Source: an optimization exercise on an open RTL-to-GDS flow (aim: small area, a short achievable clock period and few clock cycles per item). Production flows keep margins and buffers that such runs may drop. At most, simulation tests tie the RTL to the original design; equivalence was not proved. Power and IR drop assume default switching activity.

==> 06-25: inputs <==
## picycle
module picycle (
    input  wire         clk,
    input  wire         rst,           
    input  wire [63:0]  cmd,
    input  wire         cmd_valid,
    output wire         cmd_ready,
    output wire [31:0]  pwm_pulse,
    output reg          pwm_write,
    output wire [191:0] led,
    output wire [31:0]  seq_pos,
    output wire         seq_valid,
    output wire         seq_done,
    output wire         seq_dir,
    output wire [31:0]  seq_cycles,
    output wire         status_ill
);
    localparam [21:0] PULSE_LOWER = 22'd500000;
    localparam [20:0] BLINK_U     = 21'd1000000;    
    localparam [21:0] BLINK_2U    = 22'd2000000;
    wire [7:0]  opc = cmd[63:56];
    wire [7:0]  fn  = cmd[55:48];
    wire [15:0] rsv = cmd[47:32];
    wire [31:0] imm = cmd[31:0];
    wire rsv_ok   = (rsv == 16'd0);
    wire fn_zero  = (fn == 8'd0);
    wire fn_hi0   = (fn[7:1] == 7'd0);
    wire imm_zero = (imm == 32'd0);
    wire is_nop     = rsv_ok && opc == 8'h00 && fn_zero && imm_zero;
    wire is_act_tgt = rsv_ok && opc == 8'h10 && fn_zero;
    wire is_act_adv = rsv_ok && opc == 8'h11 && fn_zero && imm_zero;
  ...
Settings: LEC_CHECK=0, CAP_MARGIN=20, CORE_MARGIN=2, CORE_UTILIZATION=40, SETUP_SLACK_MARGIN=5, SLEW_MARGIN=20; clock period 12.0 ns.
standard.sh (not shown) runs the stock make flow with config.mk's settings and CLKGATE_MAP_FILE= SYNTH_SCRIPT=/design/flow/synth_recipe.tcl, a recipe that flattens the netlist after the stock synthesis.
==> flow/flow/run.sh <==
#!/bin/bash
# The standard layout, with timing repair aimed at a larger setup margin.
set -euo pipefail
bash standard.sh SETUP_SLACK_MARGIN=7 finish > standard_flow.log 2>&1
==> inputs of 07-05, as changes to 06-25 <==
--- a/flow/design.v
+++ b/flow/design.v
@@ -174,13 +174,13 @@
     reg  [31:0] rm;            
     reg         sneg;          
     reg  [5:0]  dcnt;
     reg  [2:0]  sph;
     reg         rcu, rcd;      
     localparam [2:0] P_DIFF = 3'd0, P_NEG = 3'd1, P_DIV = 3'd2, P_S1 = 3'd3,
-                     P_S2 = 3'd4, P_S3 = 3'd5, P_READY = 3'd6;
+                     P_S2 = 3'd4, P_READY = 3'd6;
     reg  [31:0] cyc;
     reg         dir, done, valid, esc;
     assign seq_pos    = rn[31:0];
     assign seq_valid  = valid;
     assign seq_done   = done;
     assign seq_dir    = dir;
@@ -213,28 +213,17 @@
     wire        gn_m1   = (gn == {35{1'b1}});
     wire        s2_up   = ~s_neg & (~gn[34] | (gn_m1 & r_odd));
     wire        s2_lo   = ~s_neg & rm_z & tlo & r_odd;
     wire        s2_dn   = s_neg & ss[34] & ~(ss_m1 & ~r_odd);
     wire        s2_hi   = s_neg & rm_z & gn_m1 & r_odd;
     wire        s2_tlo  = s_neg ? (s2_hi | (~s2_dn & ss_m1)) : (s2_up ? gn_m1 : (~s2_lo & rm_z & tlo));
-    reg         f_hu, f_hl, f_in, f_ce;
-    reg  [7:0]  f_ang;
-    always @(posedge clk) begin
-        if (sph == P_S3) begin
-            f_hu  <= ss == {{3{su[31]}}, su};
-            f_hl  <= ss == {{3{sl[31]}}, sl};
-            f_in  <= (ss[34:31] == 4'b0000) || (ss[34:31] == 4'b1111);
-            f_ang <= clamp_ang(ss[31:0]);
-        end
-        f_ce <= (cyc_inc == sn);
-    end
-    wire        hit_u   = ~esc & f_hu;
-    wire        hit_l   = ~esc & f_hl;
-    wire        r_in    = f_in;
+    wire        hit_u   = ~esc && ss == {{3{su[31]}}, su};
+    wire        hit_l   = ~esc && ss == {{3{sl[31]}}, sl};
+    wire        r_in    = (ss[34:31] == 4'b0000) || (ss[34:31] == 4'b1111);
     wire [31:0] cyc_inc = cyc + 32'd1;
-    wire        cyc_end = f_ce;
+    wire        cyc_end = (cyc_inc == sn);
     wire        seq_ready = (sph == P_READY);
     wire        do_seq  = seq_ready & ((take & is_seq_adv & ~done) | pend_seq);
     wire        seq_c   = pend_seq ? pend_c : fn[0];
     reg  [23:0] dsp_ncolor;    
     reg  [7:0]  dsp_value;
     reg         blk_en, blk_phase;
@@ -286,13 +275,13 @@
         integer i;
         begin
             for (i = 0; i < 32; i = i + 1) rev32[i] = x[31 - i];
         end
     endfunction
     always @(posedge clk) begin
-        if (do_seq) ang <= f_ang;
+        if (do_seq) ang <= clamp_ang(ss[31:0]);
         else ang <= opc[0] ? clamp_ang(cfg_l) : clamp_ang(imm);
         if (!pend_seq) pend_c <= fn[0];
         if (!vpend || v_run) vd <= imm[3:0];
     end
     always @(posedge clk) begin
         if (sph == P_DIFF) begin
@@ -391,14 +380,13 @@
             end
             P_NEG: sph <= P_DIV;
             P_DIV: begin
                 if (dv_skip ? (dcnt == 6'd8) : (dcnt == 6'd1)) sph <= P_S1;
             end
             P_S1: sph <= P_S2;
-            P_S2: sph <= P_S3;
-            P_S3: sph <= P_READY;
+            P_S2: sph <= P_READY;
             default: ;
             endcase
             if (do_seq) begin
                 pend_seq <= 1'b0;
                 rn       <= ss;
                 valid    <= 1'b1;
==> flow/run.sh (new file) <==
#!/bin/bash
# synth_recipe.tcl (not shown) runs the flow's synth.tcl, then flattens the netlist and writes it again
# the make line also repeats each setting of config.mk as NAME=value (left out here)
make -C /OpenROAD-flow-scripts/flow DESIGN_CONFIG=/design/flow/config.mk WORK_HOME=/design/flow/orfs CLKGATE_MAP_FILE= SYNTH_SCRIPT=/design/flow/synth_recipe.tcl finish
removed: flow/flow/run.sh
removed: flow/standard.sh
==> notes <==
07-05 finished clean. 06-25 passed the timing, design-rule and antenna checks. First-iteration DRC count: 07-05 is lower than 06-25 (2.8%). Via count: 06-25 is higher than 07-05 (4.5%). In 06-25 the setup slack is higher than in 07-05, by 1100 ps. Between 06-25 and 07-05, the lower sequential share of layout area is in 06-25 (gap 2.3 points). Critical path depth: 07-05 is lower than 06-25 (12). Against 07-05, the final area of 06-25 is higher by 12%. In 07-05 the clock-buffer cell count is higher than in 06-25, by 11. Against 06-25, the synthesized cell count of 07-05 is higher by 1.6%.
==> figures <==
| metric | 06-25 | 07-05 |
|---|---|---|
| Relative contribution of the clock network to total power | 17.7% | 20.4% |
| Vias in the first global route | 44.54k | 43.16k |
| Detail Placement HPWL | 135.8 mm | 143.8 mm |
| Detailed-route wire length per cell | 25.99 um | 25.60 um |
| Share of cell area taken by muxes after synthesis | 3.956% | 4.610% |
| Routed wire length | 205.5 mm | 195.9 mm |
| Effective utilization at floorplan | 40.42% | 40.20% |
| Cell depth of the worst setup path | 26 | 14 |
| Standard-cell row count | 126 | 127 |
| Result of the run | finished clean | finished clean |
| Antenna violations before repair | 0 | 5 |
| Capture endpoint of the worst hold path | sn[0]$_DFFE_PP_ | sn[30]$_DFFE_PP_ |
| Required time of the critical path | 12490 ps | 12600 ps |
| Non-filler instance count after layout | 7905 | 7655 |
| Power share of the sequential group | 20.6% | 23.8% |
| RD Place Congestion | 0.9915 | 0.9938 |
| Measured slew at the worst slew-check pin | 1265 ps | 1231 ps |
| Clock latency at the later pin of the worst-skew pair | 700 ps | 690 ps |
Testbench counts of 07-05, summed over its fixed seeds: cycles 25,463, commands 24,000.
For 06-25, only the layout was checked, not whether the RTL still works.


==> trial 83 <==
Another version of the RTL of picycle (not shown whole).
## picycle
module picycle (
    input  wire         clk,
    input  wire         rst,           
    input  wire [63:0]  cmd,
    input  wire         cmd_valid,
    output wire         cmd_ready,
    output wire [31:0]  pwm_pulse,
    output reg          pwm_write,
    output wire [191:0] led,
    output wire [31:0]  seq_pos,
    output wire         seq_valid,
    output wire         seq_done,
    output wire         seq_dir,
    output wire [31:0]  seq_cycles,
    output wire         status_ill
);
clock: 12.0 ns
lec_check: 0
cap_margin: 20
core_margin: 2
core_utilization: 40
setup_slack_margin: 5
slew_margin: 20
run.sh (not shown) runs the stock make flow with config.mk's settings and CLKGATE_MAP_FILE= SYNTH_SCRIPT=/design/flow/synth_recipe.tcl, a recipe that flattens the netlist after the stock synthesis.
Stock flow here: none of the scripts above is used.
==> inputs of trial 72, as changes to trial 83 <==
--- a/flow/design.v
+++ b/flow/design.v
@@ -169,26 +169,26 @@
     reg  [31:0] sl, su, st, sn;
     reg  [34:0] rn;            
     reg  [34:0] gn;            
     reg         tlo;           
     reg  [32:0] qm;            
     reg  [31:0] rm;            
-    reg         ssign;         
+    reg         sneg;          
     reg  [5:0]  dcnt;
     reg  [2:0]  sph;
     reg         rcu, rcd;      
     localparam [2:0] P_DIFF = 3'd0, P_NEG = 3'd1, P_DIV = 3'd2, P_S1 = 3'd3,
-                     P_S2 = 3'd4, P_S3 = 3'd5, P_READY = 3'd6;
+                     P_S2 = 3'd4, P_S3 = 3'd5, P_READY = 3'd6, P_LOAD = 3'd7;
     reg  [31:0] seq_out, cyc;
     reg         dir, done, valid, esc;
     assign seq_pos    = seq_out;
     assign seq_valid  = valid;
     assign seq_done   = done;
     assign seq_dir    = dir;
     assign seq_cycles = cyc;
-    wire        s_neg  = dir ^ ssign;           
+    wire        s_neg  = sneg;
     wire        r_odd  = rn[0] ^ qm[0];         
     wire        rm_z   = (rm == 32'd0);
     wire [34:0] st2    = {2'b00, st, 1'b0};
     wire [32:0] qm_e   = (rcd & ~s_neg) | (rcu & s_neg) ? {qm[32:1], 1'b0} : qm;
     reg  [34:0] sx, sy;
     reg         sc;
@@ -221,13 +221,13 @@
     wire        hit_l   = ~esc && rn == {{3{sl[31]}}, sl};
     wire        r_in    = (rn[34:31] == 4'b0000) || (rn[34:31] == 4'b1111);
     wire        cyc_end = (ss[31:0] == sn);       
     wire        seq_ready = (sph == P_READY);
     wire        do_seq  = seq_ready & ((take & is_seq_adv & ~done) | pend_seq);
     wire        seq_c   = pend_seq ? pend_c : fn[0];
-    reg  [23:0] dsp_color;
+    reg  [23:0] dsp_ncolor;    
     reg  [7:0]  dsp_value;
     reg         blk_en, blk_phase;
     reg  [20:0] dv;            
     reg         vfix;
     reg         vpend;         
     reg  [3:0]  vd;
@@ -239,13 +239,13 @@
     localparam [2:0] E_IDLE = 3'd0, E_BIT = 3'd1, E_A1 = 3'd2, E_A2 = 3'd3,
                      E_DBL = 3'd4, E_FRQ = 3'd5;
     wire shown = !blk_en || blk_phase;
     genvar gi;
     generate
         for (gi = 0; gi < 8; gi = gi + 1) begin : g_led
-            assign led[24*gi +: 24] = (shown && dsp_value[gi]) ? dsp_color : 24'h000000;
+            assign led[24*gi +: 24] = ~(dsp_ncolor | {24{~(shown & dsp_value[gi])}});
         end
     endgenerate
     wire        f_small   = (dfreq <= 21'd66666);           
     wire        may_flip  = ({4'd0, dv} < {dfreq, 4'd0});    
     wire        imm_small = (imm[31:4] == 28'd0);
     wire        dsp_fast  = f_small & imm_small & (eng == E_IDLE);
@@ -290,12 +290,50 @@
         integer i;
         begin
             for (i = 0; i < 32; i = i + 1) rev32[i] = x[31 - i];
         end
     endfunction
     always @(posedge clk) begin
+        if (sph == P_LOAD) begin
+            sl   <= cfg_l;
+            su   <= cfg_u;
+            st   <= cfg_t;
+            sn   <= cfg_n;
+            rn   <= {{3{cfg_l[31]}}, cfg_l};
+            gn   <= ~{3'b000, cfg_t};
+            tlo  <= 1'b0;
+            rm   <= 32'd0;
+            dcnt <= 6'd33;
+        end else begin
+            case (sph)
+            P_DIFF, P_NEG: qm <= {ss[31:0], 1'b0};
+            P_DIV: begin
+                if (dv_skip) begin
+                    qm   <= {qm[24:0], 8'd0};
+                    dcnt <= dcnt - 6'd8;
+                end else begin
+                    rm   <= ~ss[34] ? ss[31:0] : sx[31:0];
+                    qm   <= {qm[31:0], ~ss[34]};
+                    dcnt <= dcnt - 6'd1;
+                end
+            end
+            P_S1: gn <= ss;
+            P_S2: begin
+                rcu <= s2_up | s2_hi;
+                rcd <= s2_dn | s2_lo;
+                tlo <= s2_tlo;
+                if (s2_up || s2_dn) gn <= ss;
+                else if (s2_lo) gn <= {35{1'b1}};
+                else if (s2_hi) gn <= ~st2;
+            end
+            P_S3: rn <= ss;
+            default: ;
+            endcase
+        end
+    end
+    always @(posedge clk) begin
         q_r    <= q_prod[25:10];
         q_up   <= q_half & ~(q_tie & ~q_prod[10]);
         q_big  <= sgn_d ? (qx >= 21'd66649) : (qx >= 21'd66650);
         q_none <= sgn_d ? (qx <= 21'd15) : (qx <= 21'd16);
     end
     always @(posedge clk) begin
@@ -314,31 +352,20 @@
             act_s     <= 1'b0;
             q_ok      <= 1'b0;
             cfg_l     <= 32'd0;
             cfg_u     <= 32'd0;
             cfg_t     <= 32'd1;
             cfg_n     <= 32'd0;
-            sl        <= 32'd0;
-            su        <= 32'd0;
-            st        <= 32'd1;
-            sn        <= 32'd0;
-            rn        <= 35'd0;
-            gn        <= ~35'd1;
-            tlo       <= 1'b0;
-            qm        <= 33'd0;
-            rm        <= 32'd0;
-            ssign     <= 1'b0;
-            dcnt      <= 6'd0;
             sph       <= P_S1;
             seq_out   <= 32'd0;
             cyc       <= 32'd0;
             dir       <= 1'b0;
             done      <= 1'b1;
             valid     <= 1'b0;
             esc       <= 1'b0;
-            dsp_color <= 24'd0;
+            dsp_ncolor <= 24'hffffff;
             dsp_value <= 8'd0;
             blk_en    <= 1'b0;
             blk_phase <= 1'b1;
             dv        <= BLINK_U - 21'd1;
             vfix      <= 1'b0;
             vpend     <= 1'b0;
@@ -357,57 +384,34 @@
                     act_cur   <= cur_adv;
                     pwm_write <= 1'b1;
                 end
             end
             case (sph)
             P_DIFF: begin
-                ssign <= ss[32];
-                qm    <= {ss[31:0], 1'b0};
+                sneg  <= ss[32];
                 sph   <= ss[32] ? P_NEG : P_DIV;
             end
-            P_NEG: begin
-                qm  <= {ss[31:0], 1'b0};
-                sph <= P_DIV;
-            end
+            P_NEG: sph <= P_DIV;
             P_DIV: begin
-                if (dv_skip) begin
-                    qm   <= {qm[24:0], 8'd0};
-                    dcnt <= dcnt - 6'd8;
-                    if (dcnt == 6'd8) sph <= P_S1;
-                end else begin
-                    rm   <= ~ss[34] ? ss[31:0] : sx[31:0];
-                    qm   <= {qm[31:0], ~ss[34]};
-                    dcnt <= dcnt - 6'd1;
-                    if (dcnt == 6'd1) sph <= P_S1;
-                end
-            end
-            P_S1: begin
-                gn  <= ss;
-                sph <= P_S2;
-            end
-            P_S2: begin
-                rcu <= s2_up | s2_hi;
-                rcd <= s2_dn | s2_lo;
-                tlo <= s2_tlo;
-                if (s2_up || s2_dn) gn <= ss;
-                else if (s2_lo) gn <= {35{1'b1}};
-                else if (s2_hi) gn <= ~st2;
-                sph <= P_S3;
-            end
-            P_S3: begin
-                rn  <= ss;
-                sph <= P_READY;
+                if (dv_skip ? (dcnt == 6'd8) : (dcnt == 6'd1)) sph <= P_S1;
             end
+            P_S1: sph <= P_S2;
+            P_S2: sph <= P_S3;
+            P_S3: sph <= P_READY;
+            P_LOAD: sph <= P_DIFF;
             default: ;
             endcase
             if (do_seq) begin
                 pend_seq <= 1'b0;
                 seq_out  <= rn[31:0];
                 valid    <= 1'b1;
                 if (!r_in) esc <= 1'b1;
-                if (hit_u || hit_l) dir <= ~dir;
+                if (hit_u || hit_l) begin
+                    dir  <= ~dir;
+                    sneg <= ~sneg;
+                end
                 if (hit_l) begin
                     cyc <= ss[31:0];
                     if (cyc_end) done <= 1'b1;
                 end
                 if (seq_c) begin
                     ang      <= clamp_ang(rn[31:0]);
@@ -478,22 +482,13 @@
                         3'd1: cfg_u <= imm;
                         3'd2: if (!imm_zero) cfg_t <= imm;
                         3'd3: cfg_n <= imm;
                         default: ;
                     endcase
                 end else if (is_seq_rst) begin
-                    sl      <= cfg_l;
-                    su      <= cfg_u;
-                    st      <= cfg_t;
-                    sn      <= cfg_n;
-                    rn      <= {{3{cfg_l[31]}}, cfg_l};
-                    gn      <= ~{3'b000, cfg_t};
-                    tlo     <= 1'b0;
-                    rm      <= 32'd0;
-                    dcnt    <= 6'd33;
-                    sph     <= P_DIFF;
+                    sph     <= P_LOAD;
                     seq_out <= cfg_l;
                     dir     <= 1'b0;
                     cyc     <= 32'd0;
                     done    <= 1'b0;
                     valid   <= 1'b1;
                     esc     <= 1'b0;
@@ -505,13 +500,13 @@
                     if (done) valid <= 1'b0;
                     else if (!seq_ready) begin
                         pend_seq <= 1'b1;
                         pend_c   <= fn[0];
                     end
                 end else if (is_dsp_col) begin
-                    if (imm[31:24] == 8'd0) dsp_color <= imm[23:0];
+                    if (imm[31:24] == 8'd0) dsp_ncolor <= ~imm[23:0];
                 end else if (is_dsp_blk) begin
                     if (!fn[0]) begin
                         blk_en    <= 1'b0;
                         blk_phase <= 1'b1;
                         dv        <= BLINK_U - 21'd1;
                         vfix      <= 1'b0;
==> comparison table <==
metric	trial 83	trial 72
Basic-gate share of the synthesized area counting and, or, nand and nor cells	0.2131	0.1652
GP Congestion	1.036	1.053
EDFF count, synth	65	297
Comb power frac	0.509	0.538
Number of CTS-inserted buffers	87	84
Count of clock-net buffers in the final layout	123	110
Syn Inst Count	6413	5498
Dominant cell by count in the synthesized netlist	sky130_fd_sc_hd__nand2_1	sky130_fd_sc_hd__nor2_1
Setup skew after layout	0.02311 ns	0.03229 ns
Final Net Count	6894	6062
Metal1 wirelength	91050 um	79850 um
Xor/xnor cell area share of the yosys netlist	0.06195	0.06301
Chip width	357.4 um	349.2 um
Status	timing/DRC/antenna clean	timing/DRC/antenna clean
Total clock network power	0.00266 W	0.00275 W
NonClk Buf Share	0.07936	0.07759
Post-cts sizing count	2	21
Wire per inst	26.74 um	26.16 um
Share of synthesized cell area in full adder, half adder and majority cells	0.09946	0.1040
No functional check of the RTL was part of any run of this note.

[separate check: timing with driven ports]
Ports are ideal in the flow. The routed layouts listed here were re-timed in OpenROAD.
Step 1 (the two cells are an assumption about what drives the block):
set clk [get_ports {clk}]
set_driving_cell -lib_cell sky130_fd_sc_hd__clkbuf_16 $clk
set_driving_cell -lib_cell sky130_fd_sc_hd__buf_2 [delete_from_list [all_inputs] $clk]
Step 2, shift: input delay + t, output delay - t, t = (earliest + latest rising clock arrival at the registers) / 2. This alone moves slack from input paths to output paths.
Three values: ideal ports, drivers, drivers and shift; two values: the first two.
run | t, ns | setup WS [ns] | clock arrival spread, ns | slew at the worst register clock pin (ns) | cell pins on the clock port's net
06-25 | 0.748 | 6.169 / 6.169 / 6.169 | 0.051 / 0.051 | 0.07 / 0.07 | 1
07-05 | 0.755 | 5.066 / 5.111 / 4.374 | 0.047 / 0.048 | 0.07 / 0.07 | 1
trial 83 | 0.778 | 5.215 / 5.215 / 4.550 | 0.026 / 0.025 | 0.07 / 0.07 | 1
trial 72 | 0.746 | 5.198 / 5.198 / 4.562 | 0.038 / 0.038 | 0.07 / 0.07 | 1
After both steps every run listed still meets setup and hold. The setup slack of 07-05, which loses most, moves by +0.045 ns with the drivers and by -0.692 ns with both steps.
